From an optimization exercise on the open Yosys and OpenROAD flow, aimed at small area, a short achievable clock period and few clock cycles; shortcuts taken in it are not production practice. The RTL was checked by simulation tests, not by an equivalence proof against the original design. Power and IR drop assume default switching activity.

==> job 6313: inputs <==
## gc_anim
module gc_anim (
    input  wire        clk,
    input  wire        rst,          
    input  wire        bus_req,
    input  wire        bus_we,
    input  wire [7:0]  bus_addr,
    input  wire [31:0] bus_wdata,
    output reg         bus_ack,
    output reg         bus_err,
    output reg  [31:0] bus_rdata,
    output reg         rnd_req,
    output wire [7:0]  rnd_lo,
    output wire [7:0]  rnd_hi,
    input  wire        rnd_ack,
    input  wire [7:0]  rnd_data,
    output reg         px_valid,
    output reg         px_latch,
    output wire [23:0] px_color,
    input  wire        px_ready
);
==> flow/config.mk <==
export PLATFORM = sky130hd
export DESIGN_NAME = gc_anim
export DESIGN_NICKNAME = gc_anim
export VERILOG_FILES = /design/flow/design.v
export SDC_FILE = /design/flow/constraint.sdc
export NUM_CORES = 4
export LEC_CHECK = 0
export CAP_MARGIN = 20
export CORE_MARGIN = 2
export CORE_UTILIZATION = 40
export PLACE_DENSITY = 0.6
export SLEW_MARGIN = 20
==> flow/constraint.sdc <==
create_clock -name core_clock -period 40.0 [get_ports {clk}]
set_input_delay 8.0000 -clock core_clock [delete_from_list [all_inputs] [get_ports {clk}]]
set_output_delay 8.0000 -clock core_clock [all_outputs]
set_load 0.01 [all_outputs]
run.sh (not shown) runs the stock make flow with config.mk's settings and CLKGATE_MAP_FILE= SYNTH_SCRIPT=/design/flow/synth_recipe.tcl, a recipe that flattens the netlist after the stock synthesis.
==> job 2294 (differences from job 6313) <==
--- a/flow/design.v
+++ b/flow/design.v
@@ -92,13 +92,13 @@
         S_SOL  = 5'd8,  S_PF   = 5'd9,  S_PM   = 5'd10, S_CF   = 5'd11,
         S_CW   = 5'd12, S_AF   = 5'd13, S_FF   = 5'd14, S_FD   = 5'd15,
         S_F3   = 5'd16, S_F6   = 5'd17, S_LI0  = 5'd18, S_LI   = 5'd19,
         S_LB   = 5'd20, S_LH   = 5'd21, S_SP   = 5'd22, S_DS   = 5'd23,
         S_CMD  = 5'd24, S_T2   = 5'd25;
     reg [4:0]  st;
-    reg [4:0]  xret, xret2;
+    reg [4:0]  xret;
     reg [2:0]  xdst;
     reg        xprim;
     reg [1:0]  xcnt;
     reg        tick_init;
     reg [1:0]  lk;               
     reg [2:0]  lhit;             
@@ -121,26 +121,32 @@
     wire [20:0] cyl_pix = (nidx == cpos) ? col_l :
                           ((cpos != 4'd15 && nidx == cpos + 4'd1) ||
                            (nidx != 4'd15 && nidx + 4'd1 == cpos)) ? cyl_edge : col_r;
     wire [20:0] alt_pix = ((nidx[0] == 1'b0) != aphase) ? col_l : col_r;
     reg  [20:0] lp;
     reg         lv_fresh;        
-    wire        lv_go   = st == S_LH && lh_cur == 3'b000 && lv_fresh;
-    reg         lav_on;          
     reg  [3:0]  lph;             
     reg  [4:0]  le;              
+    reg         lfact;           
+    reg         ltap;            
+    wire        lv_go   = st == S_LH && lh_cur == 3'b000 && lv_fresh &&
+                          lph[2:0] == 3'd0;     
     wire        lv_start = lv_go;
-    wire        rot     = lv_start || lav_on;
-    wire [3:0]  lv_i1   = rot ? lph + 4'd1 : lph;
-    wire [20:0] lv_in   = tick_init ? 21'd0 : rot ? ring[41:21] : ring[20:0];
-    wire [20:0] lv0 = morph21(lv_in, col_r);
+    wire        lv_run  = lfact || lv_start;
+    wire        tap8    = lfact ? ltap : lph[3];
+    wire [3:0]  lv_hidx = lph + {tap8, 3'b000};              
+    wire        s9      = lv_run ? tap8 : !lph[3];
+    wire [3:0]  lv_i1   = lph + 4'd1 + {s9, 3'b000};
+    wire        mo_cmd  = st == S_CMD && cq_op[2:0] == 3'd5;
+    wire [20:0] lv_in   = mo_cmd ? c21(opa) : tick_init ? 21'd0 : s9 ? ring[209:189] : ring[41:21];
+    wire [20:0] lv0 = morph21(lv_in, mo_cmd ? c21(opb) : col_r);
     wire [20:0] lv1 = (b_act[0] && covered(lv_i1, b_pos0, b_r0)) ? morph21(lv0, col_l) : lv0;
-    wire [20:0] lv2 = (b_act[1] && covered(lph, b_pos1, b_r1)) ? morph21(lp, b_col1) : lp;
-    wire [20:0] lava_px = (b_act[2] && covered(lph, b_pos2, b_r2)) ? morph21(lv2, b_col2) : lv2;
-    wire        lv_load = rot && lph == le[3:0] && !le[4] && (!px_valid || px_ready);
-    wire        mx_p = mpulse && st != S_CMD;
+    wire [20:0] lv2 = (b_act[1] && covered(lv_hidx, b_pos1, b_r1)) ? morph21(lp, b_col1) : lp;
+    wire [20:0] lava_px = (b_act[2] && covered(lv_hidx, b_pos2, b_r2)) ? morph21(lv2, b_col2) : lv2;
+    wire        lv_load = lv_run && lv_hidx == le[3:0] && !le[4] && (!px_valid || px_ready);
+    wire        mx_p = mpulse;
     wire        mdim = cq_op[2];
     wire [20:0] mx_x = mx_p ? col_l : mdim ? 21'd0 : c21(opa);
     wire [20:0] mx_y = mx_p ? col_r : mdim ? c21(opa) : c21(opb);
     wire [6:0]  mx_n = mx_p ? pc : cq_n;
     wire        m_r   = !m_g && !m_b;
     wire [6:0]  mx_xc = ({7{m_r}} & mx_x[20:14]) | ({7{m_g}} & mx_x[13:7]) | ({7{m_b}} & mx_x[6:0]);
@@ -176,13 +182,15 @@
             5'h0F: rd_val = {8'd0, res};
             5'h10: rd_val = 32'd16;
             5'h11: rd_val = 32'd3;
             default: rd_val = 32'd0;
         endcase
     end
-    wire        req_new = bus_req && !bus_ack && st == S_IDLE;
+    reg         rst_q;
+    always @(posedge clk) rst_q <= rst;
+    wire        req_new = bus_req && !bus_ack && st == S_IDLE && !rst_q;
     wire        wr      = req_new && bus_we && !addr_bad;
     wire        is_cmdw, is_tick;
     gc_anim_dec u_dec (.req(req_new), .we(bus_we), .addr(bus_addr), .wdata(bus_wdata),
                        .is_cmdw(is_cmdw), .is_tick(is_tick));
     reg  [3:0]  cq_op;
     reg  [6:0]  cq_n;
@@ -205,23 +213,31 @@
     wire        b_sent = act_b[23];
     wire        a_prim = act_a[16];
     wire        b_prim = act_b[16];
     wire [20:0] a21 = c21(act_a);
     wire [20:0] b21 = c21(act_b);
     wire        opa_sent = (opa == 24'h808080) || (opa == 24'h818181);
-    reg         lfact;           
     wire        em_more  = px_valid && px_ready && !px_latch && idx != 4'd15;
     wire        p15_done = px_latch || !px_valid || (idx == 4'd15 && px_ready);
     wire        frm_done = (!px_valid && !lfact) || (px_valid && px_latch && px_ready);
     wire        p15r     = px_latch || !px_valid;
     wire        div_ok   = !(dbusy && dcnt != 4'd15);
     wire [31:0] cyl_base = {5'd0, act_speed[31:5]};
     wire        cyl_bounce = cdir ? (cpos == 4'd0) : (cpos == 4'd15);
     wire        fl_lo = (fw == 32'd0) && fv0;
     wire        fl_hi = !fl_lo && (fw == act_speed) && fv2;
-    wire [31:0] fl_w  = fw + {{31{fv0}}, fv0 | fv2};
+    wire        ad_f3 = st == S_F3;
+    wire        ad_cw = st == S_CW;      
+    wire        ad_f6 = st == S_F6;
+    wire [31:0] ad_a  = ad_f3 ? fw : ad_f6 ? {1'b0, act_speed[31:1]} :
+                        ad_cw ? {4'd0, act_speed[31:5], 1'b0} : next_due;
+    wire [31:0] ad_b  = ad_f3 ? {{31{fv0}}, fv0 | fv2} : ad_f6 ? ~fw :
+                        ad_cw ? cyl_base : last_delay;
+    wire [32:0] ad_s  = {1'b0, ad_a} + {1'b0, ad_b} + {32'd0, ad_f6};
+    wire [31:0] fl_w  = ad_s[31:0];
+    wire        fl_gt = !ad_s[32];
     wire [31:0] fl_n  = fl_lo ? 32'd0 : fl_hi ? act_speed : fl_w;
     wire [2:0]  lb_hit = {b_cd2 == 5'd1, b_cd1 == 5'd1, b_cd0 == 5'd1};
     wire [2:0]  lh_cur = t2 ? lb_hit : lhit;
     wire [1:0]  lh_k   = lh_cur[0] ? 2'd0 : lh_cur[1] ? 2'd1 : 2'd2;
     wire        lh_act = b_act[lh_k];
     wire [6:0]  x_ch   = xprim ? {7{rnd_data[0]}} : rnd_data[6:0];
@@ -242,20 +258,28 @@
                 tk_st = S_WF; tk_fast = 1'b1; tk_bk = 1'b1;
             end
             K_FLICK: begin tk_st = S_FD; tk_rq = 1'b1; tk_bk = 1'b1; end    
             default: begin tk_st = S_LH; tk_bk = 1'b1; end                  
         endcase
     end
+    reg [4:0]  xb_ret;
+    always @(*)
+        case (act_kind)
+        K_PULSE: xb_ret = S_PF;
+        K_CYLON: xb_ret = tick_init ? S_CF : S_WF;
+        K_ALT:   xb_ret = S_AF;
+        default: xb_ret = S_FF;
+        endcase
     reg [4:0]  st_n;
     reg        ack_n;
     reg        rq_set, rq_keep, rq_lo, rq_go1;
     reg [6:0]  rq_hi;
     reg        x_go, x_pre;
     reg [2:0]  x_dst;
     reg        x_prim;
-    reg [4:0]  x_ret, x_ret2;
+    reg [4:0]  x_ret;
     reg        f_start, f_go1;    
     reg [2:0]  f_sel;
     reg [1:0]  f_mode;
     reg        coll_ld, colr_ld, lbg_ld, bcol_ld;
     reg        pul_init, pul_step, cyl_init, cyl_step, alt_go;
     reg        flk_init, flk_upd, flk_flip;
@@ -264,13 +288,13 @@
     reg        fin, mix_cmd, mixr_p, mixr_r;
     reg        bk;
     reg        t2;               
     always @(*) begin
         st_n = st;      ack_n = 1'b0;
         rq_set = 1'b0;  rq_keep = 1'b0; rq_lo = 1'b0; rq_hi = 7'd0; rq_go1 = 1'b0;
-        x_go = 1'b0;    x_pre = 1'b0;   x_dst = X_COLL; x_prim = 1'b0; x_ret = S_IDLE; x_ret2 = S_IDLE;
+        x_go = 1'b0;    x_pre = 1'b0;   x_dst = X_COLL; x_prim = 1'b0; x_ret = S_IDLE;
         f_start = 1'b0; f_go1 = 1'b0; f_sel = P_HOLD; f_mode = F_SOLID;
         coll_ld = 1'b0; colr_ld = 1'b0; lbg_ld = 1'b0; bcol_ld = 1'b0;
         pul_init = 1'b0; pul_step = 1'b0; cyl_init = 1'b0; cyl_step = 1'b0; alt_go = 1'b0;
         flk_init = 1'b0; flk_upd = 1'b0; flk_flip = 1'b0;
         lav_init = 1'b0; lav_pass = 1'b0; lk_zero = 1'b0; lk_inc = 1'b0; lk_set = 1'b0;
         spawn = 1'b0; desp = 1'b0; scnt_zero = 1'b0;
@@ -314,13 +338,13 @@
                 d_start = 1'b1;
                 st_n = S_PM;
                 if (tick_init) begin
                     pul_init = 1'b1;
                     coll_ld = 1'b1; colr_ld = 1'b1;
                     if (a_sent) begin
-                        x_go = 1'b1; x_dst = X_COLL; x_prim = a_prim; x_ret = S_XB; x_ret2 = S_PF;
+                        x_go = 1'b1; x_dst = X_COLL; x_prim = a_prim; x_ret = S_XB;
                     end else if (b_sent) begin
                         x_go = 1'b1; x_dst = X_COLR; x_prim = b_prim; x_ret = S_PF;
                     end else
                         st_n = S_PF;
                 end else begin
                     pul_step = 1'b1;
@@ -341,38 +365,38 @@
                 dl_base = 1'b1;
                 st_n = S_CW;
                 if (tick_init) begin
                     cyl_init = 1'b1;
                     coll_ld = 1'b1; colr_ld = 1'b1;
                     if (a_sent) begin
-                        x_go = 1'b1; x_dst = X_COLL; x_prim = a_prim; x_ret = S_XB; x_ret2 = S_CF;
+                        x_go = 1'b1; x_dst = X_COLL; x_prim = a_prim; x_ret = S_XB;
                     end else if (b_sent) begin
                         x_go = 1'b1; x_dst = X_COLR; x_prim = b_prim; x_ret = S_CF;
                     end else
                         st_n = S_CF;
                 end
             end
             K_ALT: begin
                 dl_speed = 1'b1;
                 alt_go   = 1'b1;
                 coll_ld = 1'b1; colr_ld = 1'b1;
                 if (a_sent) begin
-                    x_go = 1'b1; x_dst = X_COLL; x_prim = a_prim; x_ret = S_XB; x_ret2 = S_AF;
+                    x_go = 1'b1; x_dst = X_COLL; x_prim = a_prim; x_ret = S_XB;
                 end else if (b_sent) begin
                     x_go = 1'b1; x_dst = X_COLR; x_prim = b_prim; x_ret = S_AF;
                 end else
                     st_n = S_AF;
             end
             K_FLICK: begin
                 dl_ten = 1'b1;
                 if (tick_init) begin
                     flk_init = 1'b1;
                     coll_ld = 1'b1; colr_ld = 1'b1;
                     st_n = S_WF;
                     if (a_sent) begin
-                        x_go = 1'b1; x_dst = X_COLL; x_prim = a_prim; x_ret = S_XB; x_ret2 = S_FF;
+                        x_go = 1'b1; x_dst = X_COLL; x_prim = a_prim; x_ret = S_XB;
                     end else if (b_sent) begin
                         x_go = 1'b1; x_dst = X_COLR; x_prim = b_prim; x_ret = S_FF;
                     end else
                         st_n = S_FF;
                 end else begin
                     rq_set = 1'b1; rq_lo = 1'b0; rq_hi = 7'd2; st_n = S_FD;
@@ -396,15 +420,15 @@
         endcase
         S_X: if (rnd_ack) begin
             if (xcnt == 2'd2) st_n = xret;
             else rq_keep = 1'b1;
         end
         S_XB: if (b_sent) begin
-            x_go = 1'b1; x_dst = X_COLR; x_prim = b_prim; x_ret = xret2;
+            x_go = 1'b1; x_dst = X_COLR; x_prim = b_prim; x_ret = xb_ret;
         end else
-            st_n = xret2;
+            st_n = xb_ret;
         S_SOL: begin f_start = 1'b1; f_sel = P_COLL; f_mode = F_SOLID; st_n = S_WF; end
         S_PF:  begin f_start = 1'b1; f_sel = P_COLL; f_mode = F_SOLID; st_n = S_PM; end
         S_CF:  begin f_start = 1'b1; f_sel = P_CYL;  f_mode = F_CYLON; st_n = S_CW; end
         S_AF:  begin f_start = 1'b1; f_sel = P_ALT;  f_mode = F_ALT;   st_n = S_WF; end
         S_FF:  begin f_start = 1'b1; f_sel = P_COLR; f_mode = F_SOLID; st_n = S_WF; end
         S_PM: if (p15r) begin
@@ -422,13 +446,13 @@
                 st_n = S_WF;
             if (cyl_bounce) begin
                 dl_three = 1'b1;
                 coll_ld = 1'b1; colr_ld = 1'b1;
                 if (a_sent) begin
                     x_go = 1'b1; x_dst = X_COLL; x_prim = a_prim;
-                    x_ret = b_sent ? S_XB : S_WF; x_ret2 = S_WF;
+                    x_ret = b_sent ? S_XB : S_WF;
                 end else if (b_sent) begin
                     x_go = 1'b1; x_dst = X_COLR; x_prim = b_prim; x_ret = S_WF;
                 end
             end
         end
         S_FD: if (rnd_ack) st_n = S_F3;
@@ -440,13 +464,13 @@
             if (fl_lo && a_sent) begin
                 x_go = 1'b1; x_dst = X_COLL; x_prim = a_prim; x_ret = S_F6;
             end else if (fl_hi && b_sent) begin
                 x_go = 1'b1; x_dst = X_COLR; x_prim = b_prim; x_ret = S_F6;
             end
         end
-        S_F6: if ((fw > {1'b0, act_speed[31:1]}) != fst) begin
+        S_F6: if (fl_gt != fst) begin
             flk_flip = 1'b1;
             f_start = 1'b1; f_sel = fst ? P_COLR : P_COLL; f_mode = F_SOLID; st_n = S_WF;
         end else begin
             ack_n = 1'b1; st_n = S_FIN;
         end
         S_LI0: begin
@@ -457,13 +481,13 @@
             lk_inc = 1'b1;
             if (lk == 2'd2) st_n = S_LB;
             else rq_keep = 1'b1;
         end
         S_LB: begin lav_pass = 1'b1; st_n = S_LH; end
         S_LH: if (lh_cur == 3'b000) begin
-            if (lv_fresh) begin
+            if (lv_go) begin          
                 f_start = 1'b1; f_mode = F_LAVA; st_n = S_WF;
             end
         end else begin
             lk_set = 1'b1;
             if (!lh_act) begin
                 spawn = 1'b1; scnt_zero = 1'b1;
@@ -545,20 +569,19 @@
             hi_r <= 7'd2;
         end
         if (x_go || x_pre) begin
             xdst  <= x_dst;
             xprim <= x_prim;
             xret  <= x_ret;
-            xret2 <= x_ret2;
         end
         xcnt <= (x_go || x_pre) ? 2'd0 : x_sh ? xcnt + 2'd1 : xcnt;
         if (st == S_IDLE) tick_init <= tk_init;
         t2 <= !rst && bk;
     end
     always @(posedge clk) begin
-        if (rst) begin
+        if (rst_q) begin
             cfg_kind  <= 3'd0;
             cfg_a     <= 24'd0;
             cfg_b     <= 24'd0;
             cfg_speed <= 32'd0;
             now_r     <= 32'd0;
             opa       <= 24'd0;
@@ -571,36 +594,36 @@
             if (ra == 5'h0A) now_r     <= bus_wdata;
             if (ra == 5'h0D) opa       <= bus_wdata[23:0];
             if (ra == 5'h0E) opb       <= bus_wdata[23:0];
         end
     end
     always @(posedge clk) begin
-        if (rst) begin
+        if (rst_q) begin
             act_kind  <= 3'd0;
             act_a     <= 24'd0;
             act_b     <= 24'd0;
             act_speed <= 32'd0;
         end else if (setpat_ok) begin
             act_kind  <= cfg_kind;
             act_a     <= cfg_a;
             act_b     <= cfg_b;
             act_speed <= cfg_speed;
         end
     end
     always @(posedge clk) begin
-        if (rst)
+        if (rst_q)
             next_due <= 32'd0;
         else if (setpat_ok)
             next_due <= 32'd0;
         else if (st == S_T2 && tick_init)
             next_due <= now_r;
         else if (fin)
-            next_due <= next_due + last_delay;
+            next_due <= ad_s[31:0];
     end
     always @(posedge clk) begin
-        if (rst) begin
+        if (rst_q) begin
             st_err  <= 3'd0;
             st_ran  <= 1'b0;
             st_init <= 1'b0;
         end else if (is_tick) begin
             st_err  <= E_OK;
             st_ran  <= tk_run;
@@ -616,40 +639,38 @@
                 st_err <= E_BADCOLOR;
             else
                 st_err <= E_OK;
         end
     end
     always @(posedge clk) begin
-        if (rst)
+        if (rst_q)
             res <= 24'd0;
         else if (x_sh && xdst == X_RES)
             res <= {res[15:0], 1'b0, x_ch};
         else if (c_ok && cq_op[2:0] == 3'd5)
-            res <= {1'b0, morph_ch(opa[22:16], opb[22:16]),
-                    1'b0, morph_ch(opa[14:8],  opb[14:8]),
-                    1'b0, morph_ch(opa[6:0],   opb[6:0])};
+            res <= {1'b0, lv0[20:14], 1'b0, lv0[13:7], 1'b0, lv0[6:0]};
         else if (c_ok && cq_op[2:0] == 3'd6)
             res <= opa;      
         else if (mixr_r)
             res <= {1'b0, mx_q, 1'b0, res[14:8], 1'b0, res[6:0]};
         else if (m_g && !mpulse)
             res[14:8] <= mx_q;
         else if (m_b && !mpulse)
             res[6:0] <= mx_q;
     end
     always @(posedge clk) begin
-        if (rst)
+        if (rst_q)
             last_delay <= 32'd0;
         else if (dl_speed || d_start)
             last_delay <= act_speed;
         else if (dl_base)
             last_delay <= cyl_base;
         else if (dl_ten)
             last_delay <= 32'd10;
         else if (dl_three)
-            last_delay <= {act_speed[31:5], 1'b0} + cyl_base;
+            last_delay <= ad_s[31:0];
         else if (dbusy)
             last_delay <= {last_delay[29:0], dv_q1, dv_q2};
     end
     always @(posedge clk) begin
         if (rst)
             dbusy <= 1'b0;
@@ -672,14 +693,14 @@
         end else begin
             m_g <= mixr_p || mixr_r;
             m_b <= m_g;
         end
         if (d_start)
             mpulse <= 1'b1;
-        else if (st == S_CMD)
-            mpulse <= 1'b0;
+        else if (is_cmdw)
+            mpulse <= 1'b0;      
     end
     reg [1:0]  idle_mode;
     reg [2:0]  p_sel;
     reg [20:0] p_src;
     always @(*) begin
         idle_mode = F_SOLID;
@@ -719,13 +740,12 @@
     end
     always @(posedge clk) begin
         if (rst) begin
             idx      <= 4'd0;
             px_latch <= 1'b0;
             lfact    <= 1'b0;
-            lav_on   <= 1'b0;
             lph      <= 4'd0;
             le       <= 5'd0;
         end else begin
             if (sent && px_latch) begin
                 px_latch <= 1'b0;
                 idx      <= 4'd0;
@@ -738,16 +758,15 @@
                     le <= le + 5'd1;
                 if (lv_latch || (sent && idx == 4'd15 && fmode != F_LAVA))
                     px_latch <= 1'b1;
                 if (em_adv)
                     idx <= nidx;
             end
-            if (rot) begin
-                lph    <= lph + 4'd1;
-                lav_on <= !(lph == 4'd15 && (le[4] || (lv_load && le[3:0] == 4'd15)));
-            end
+            lph <= lph + 4'd1;
+            if (lv_start)
+                ltap <= lph[3];
         end
         if (st == S_IDLE)
             fmode <= idle_mode;
         else if (f_start)
             fmode <= f_mode;
         if (mixr_p)
@@ -759,14 +778,15 @@
         else if (lv_load)
             pxc <= lava_px;
         else if (st == S_IDLE || f_start || em_adv)
             pxc <= p_src;
     end
     always @(posedge clk)
-        if (rot) ring <= {lv_load ? lava_px : ring[20:0], ring[335:21]};
-    wire lv_wr = lav_init || lbg_ld || spawn || desp || sp_wr || bcol_ld ||
+        ring <= {(lv_load && !tap8) ? lava_px : ring[20:0], ring[335:189],
+                 (lv_load &&  tap8) ? lava_px : ring[188:168], ring[167:21]};
+    wire lv_wr = lav_init || lbg_ld || spawn || desp || sp_wr || bcol_ld || mo_cmd ||
                  coll_a || colr_b || x_sh ||
                  (st == S_IDLE && tick_init != tk_init);
     always @(posedge clk) begin
         lp       <= lv1;
         lv_fresh <= !lv_wr;
     end
==> flow/flow/run.sh (new file) <==
#!/bin/bash
# Layout flow: the standard ORFS flow (standard.sh: the standard
# synthesis, floorplan, power grid, placement, CTS, routing and finish),
# with one change: the timing repair steps that the standard flow runs after
# floorplan, CTS and global routing are asked to keep SETUP_SLACK_MARGIN ns
# of setup slack at the design's unchanged 40 ns clock and constraints, so
# that they also speed up paths that already meet the 40 ns clock.
# The make/ORFS output goes to flow_standard.log; each ORFS step keeps its
# own log under orfs/logs.
set -euo pipefail
MARGIN=30.5
export SETUP_SLACK_MARGIN=$MARGIN
bash standard.sh SETUP_SLACK_MARGIN=$MARGIN finish > flow_standard.log 2>&1
==> flow/standard.sh (new file) <==
#!/bin/bash
# synth_recipe.tcl (not shown) runs the flow's synth.tcl, then flattens the netlist and writes it again
# the make line also repeats each setting of config.mk as NAME=value (left out here)
make -C /OpenROAD-flow-scripts/flow DESIGN_CONFIG=/design/flow/config.mk WORK_HOME=/design/flow/orfs CLKGATE_MAP_FILE= SYNTH_SCRIPT=/design/flow/synth_recipe.tcl "${@:-finish}"
removed: flow/run.sh
==> notes <==
Job 2294 ran to the end with no violations. Job 6313 went through all stages and came out clean.
Of job 2294 and job 6313, job 6313 has the higher die area (gap about 9%, measured against job 6313).
In job 2294 the critical path depth is lower than in job 6313, by 1.
Worst setup slack: job 6313 is lower than job 2294 (1.6 ns).
In job 6313 the fmax is smaller than in job 2294, by 14%.
Routed wire length: job 6313 is higher than job 2294 (0.38%).
Hold slack: job 2294 is worse than job 6313 (0.075 ns).
First-iteration DRC count: job 2294 is higher than job 6313 (12%).
Of job 6313 and job 2294, job 6313 has the higher via count (gap 3.9%, measured against job 2294).
Sequential power: job 6313 is higher than job 2294 (about 6%).
In job 2294 the global-route usage is higher than in job 6313, by 2.6 points.
==> figures <==
Actual transition at the worst max-transition pin: job 6313 1.27 ns; job 2294 1.26 ns
Count of inserted antenna diode cells: job 6313 9; job 2294 3
Slew Limit Headroom: job 6313 0.151; job 2294 0.152
M2 GR Usage: job 6313 0.414; job 2294 0.459
Global Route met3 Usage: job 6313 0.0598; job 2294 0.0702
Antenna violations before repair: job 6313 18; job 2294 12
Data arrival time at the worst-slack endpoint: job 6313 11.72 ns; job 2294 9.98 ns
Horizontal die dimension: job 6313 390 um; job 2294 372 um
Standard-cell rows: job 6313 141; job 2294 135
Req. time, crit path: job 6313 40.60 ns; job 2294 40.45 ns
Synthesized cell area: job 6313 59500 um^2; job 2294 54200 um^2
Adder and majority cell fraction of the synthesized area: job 6313 0.0943; job 2294 0.0762
Synth Instances: job 6313 6473; job 2294 6239
Combined buffer and inverter count along the critical path: job 6313 1; job 2294 2
Outcome: job 6313 timing/DRC/antenna clean; job 2294 timing/DRC/antenna clean
Iter 0 DRT Violations: job 6313 5910; job 2294 6620
Number of clock sinks: job 6313 1010; job 2294 1007
Part of the power in combinational logic: job 6313 0.061; job 2294 0.034
Biggest power consumer among the groups: job 6313 registers; job 2294 the clock network
Via count of the first global-routing pass: job 6313 48400; job 2294 46000
Wire length on met1: job 6313 90000 um; job 2294 89100 um
Testbench counts of job 6313, summed over its fixed seeds: cycles 88,382.
Testbench counts of job 2294, summed over its fixed seeds: cycles 90,379.

==> re-timing with driven ports <==
How much do the figures lean on ideal ports? The routed layouts below were timed once more, with nothing changed but the port constraints. Step 1 sets driving cells, clkbuf_16 on the clock port and buf_2 on the other inputs (assumed; they add their load-dependent delay and slew). Step 2 times the ports against the registers' clock, not the clock port: input delays grow and output delays shrink by t, the midpoint of the rising clock arrivals with the driver on. Slacks: ideal / step 1 / step 2; pairs: ideal / step 1.
| run | t, ns | setup slack, ns | pins driven straight from the clock port |
|---|---|---|---|
| job 6313 | 0.843 | 28.881 / 28.940 / 28.097 | 1 |
| job 2294 | 0.839 | 30.475 / 30.425 / 29.590 | 1 |
After both steps setup and hold are still met in every run listed. The setup slack of job 2294, which loses most, moves by -0.050 ns with the drivers and by -0.885 ns with both steps.
